Background: an optimization exercise with open tools, aiming at small area, a short achievable clock period and few clock cycles. Do not read the settings as production practice.
Where RTL was checked, it was by simulation tests only, not by an equivalence proof against the original.
No activity file was given, so power comes from the tool's default toggle rates.

## the previous run
## st7032_encoder
module st7032_encoder (
    input  wire        clk,
    input  wire        rst,         
    input  wire        cmd_valid,
    output reg         cmd_ready,
    input  wire [15:0] cmd_word,
    input  wire [15:0] cmd_len,
    input  wire        pay_valid,
    output wire        pay_ready,
    input  wire [7:0]  pay_data,
    output reg         rsp_valid,
    output reg  [2:0]  rsp_result,
    output wire [7:0]  rsp_data,
    output wire [3:0]  rsp_step,
    output reg         ev_valid,
    input  wire        ev_ready,
    output wire [2:0]  ev_kind,
    output wire [7:0]  ev_data,
    input  wire        ev_ok,
    input  wire [7:0]  ev_rdata
);
clock: 4.0 ns
lec_check: 0
cap_margin: 20
core_margin: 2
core_utilization: 40
setup_slack_margin: 1.9
slew_margin: 20
standard.sh (not shown) runs the stock make flow with config.mk's settings and CLKGATE_MAP_FILE= SYNTH_SCRIPT=/design/flow/synth_recipe.tcl, a recipe that flattens the netlist after the stock synthesis.
==> flow/flow/run.sh <==
#!/bin/bash
set -euo pipefail
cd "$(dirname "$0")/.."
export BUFFER_PORTS_ARGS="-buffer_cell sky130_fd_sc_hd__buf_1"
DU="sky130_fd_sc_hd__probe_p_8 sky130_fd_sc_hd__probec_p_8 sky130_fd_sc_hd__lpflow_bleeder_1 sky130_fd_sc_hd__lpflow_clkbufkapwr_1 sky130_fd_sc_hd__lpflow_clkbufkapwr_16 sky130_fd_sc_hd__lpflow_clkbufkapwr_2 sky130_fd_sc_hd__lpflow_clkbufkapwr_4 sky130_fd_sc_hd__lpflow_clkbufkapwr_8 sky130_fd_sc_hd__lpflow_clkinvkapwr_1 sky130_fd_sc_hd__lpflow_clkinvkapwr_16 sky130_fd_sc_hd__lpflow_clkinvkapwr_2 sky130_fd_sc_hd__lpflow_clkinvkapwr_4 sky130_fd_sc_hd__lpflow_clkinvkapwr_8 sky130_fd_sc_hd__lpflow_decapkapwr_12 sky130_fd_sc_hd__lpflow_decapkapwr_3 sky130_fd_sc_hd__lpflow_decapkapwr_4 sky130_fd_sc_hd__lpflow_decapkapwr_6 sky130_fd_sc_hd__lpflow_decapkapwr_8 sky130_fd_sc_hd__lpflow_inputiso0n_1 sky130_fd_sc_hd__lpflow_inputiso0p_1 sky130_fd_sc_hd__lpflow_inputiso1n_1 sky130_fd_sc_hd__lpflow_inputiso1p_1 sky130_fd_sc_hd__lpflow_inputisolatch_1 sky130_fd_sc_hd__lpflow_isobufsrc_1 sky130_fd_sc_hd__lpflow_isobufsrc_16 sky130_fd_sc_hd__lpflow_isobufsrc_2 sky130_fd_sc_hd__lpflow_isobufsrc_4 sky130_fd_sc_hd__lpflow_isobufsrc_8 sky130_fd_sc_hd__lpflow_isobufsrckapwr_16 sky130_fd_sc_hd__lpflow_lsbuf_lh_hl_isowell_tap_1 sky130_fd_sc_hd__lpflow_lsbuf_lh_hl_isowell_tap_2 sky130_fd_sc_hd__lpflow_lsbuf_lh_hl_isowell_tap_4 sky130_fd_sc_hd__lpflow_lsbuf_lh_isowell_4 sky130_fd_sc_hd__lpflow_lsbuf_lh_isowell_tap_1 sky130_fd_sc_hd__lpflow_lsbuf_lh_isowell_tap_2 sky130_fd_sc_hd__lpflow_lsbuf_lh_isowell_tap_4"
for c in or4_1 or4_2 or4_4 or4b_1 or4b_2 or4b_4 or4bb_1 or4bb_2 or4bb_4 nor4_1 nor4_2 nor4_4 nor4b_1 nor4b_2 nor4b_4 nor4bb_1 nor4bb_2 nor4bb_4 or3_1 or3_2 or3_4 or3b_1 or3b_2 or3b_4; do
  DU="$DU sky130_fd_sc_hd__$c"
done
bash standard.sh "DONT_USE_CELLS=$DU" finish > make_finish.log 2>&1
### the previous run -> the current run
-- flow/design.v --
<<< the previous run, line 66
                        st[I_BEGIN] || st[I_END] || st[I_WAIT]};
    assign ev_data   = b;
    reg        pmw;
    assign pay_ready = pmw && (ev_ready || !ev_valid);
    assign rsp_data  = b & {8{dv}};
    assign rsp_step  = ~c[3:0] & {4{sf}};
>>> the current run, line 66
                        st[I_BEGIN] || st[I_END] || st[I_WAIT]};
    assign ev_data   = b;
    reg        pmw, pmv;
    assign pay_ready = (pmw && ev_ready) || pmv;
    assign rsp_data  = b & {8{dv}};
    assign rsp_step  = ~c[3:0] & {4{sf}};
<<< the previous run, line 218
        pm  <= pm_n;
        pmw <= pm_n && !acc && (in_write || f_begin);
    end
    wire        dec = take || init_adv;
>>> the current run, line 218
        pm  <= pm_n;
        pmw <= pm_n && !acc && (in_write || f_begin);
        pmv <= pm_n && !v_n;
    end
    wire        dec = take || init_adv;
Results
[compare] base=the previous run new=the current run: worst-case reg-to-reg path depth fell by 3; clock power share held steady; via count decreased by about 3% relative to the old numbers; critical path data required time has increased; detailed-route wire length decreased by 840 µm relative to the old numbers. Summary of the current run over the previous run: part of the total power dissipated in combinational logic shows a reduction of 2.3 points, worst setup slack after placement has decreased, post-layout total power now smaller, worst setup slack climbed 0.061 ns, layout clock buffer count now sits lower. From the previous run to the current run the numbers moved as follows: path length in cells of the critical path up 1; multi-input combinational cell count climbed about 1%.
Testbench counts of the current run, summed over its fixed seeds: cycles 6,320.
Function not checked in the previous run: the RTL went through the layout flow alone.

## separate check: timing with driven ports
In the flow no input, the clock included, has a driving cell. The finished layouts below were timed again as built, in two steps. Step 1 assumes that a clkbuf_16 drives the clock port and a buf_2 every other input. Step 2 times the ports against the registers' clock, not the clock port: input delays grow and output delays shrink by t, the midpoint of the rising clock arrivals with the driver on. a / b / c = ideal / step 1 / step 2; a / b = the first two.
run | t (ns) | setup slack, ns | slew at the worst register clock pin (ns)
the previous run | 0.328 | 1.916 / 1.892 / 1.579 | 0.10 / 0.10
the current run | 0.341 | 1.976 / 1.945 / 1.624 | 0.10 / 0.10
After both steps every run listed still meets setup and hold. The setup slack of the current run, which loses most, moves by -0.031 ns with the drivers and by -0.352 ns with both steps.
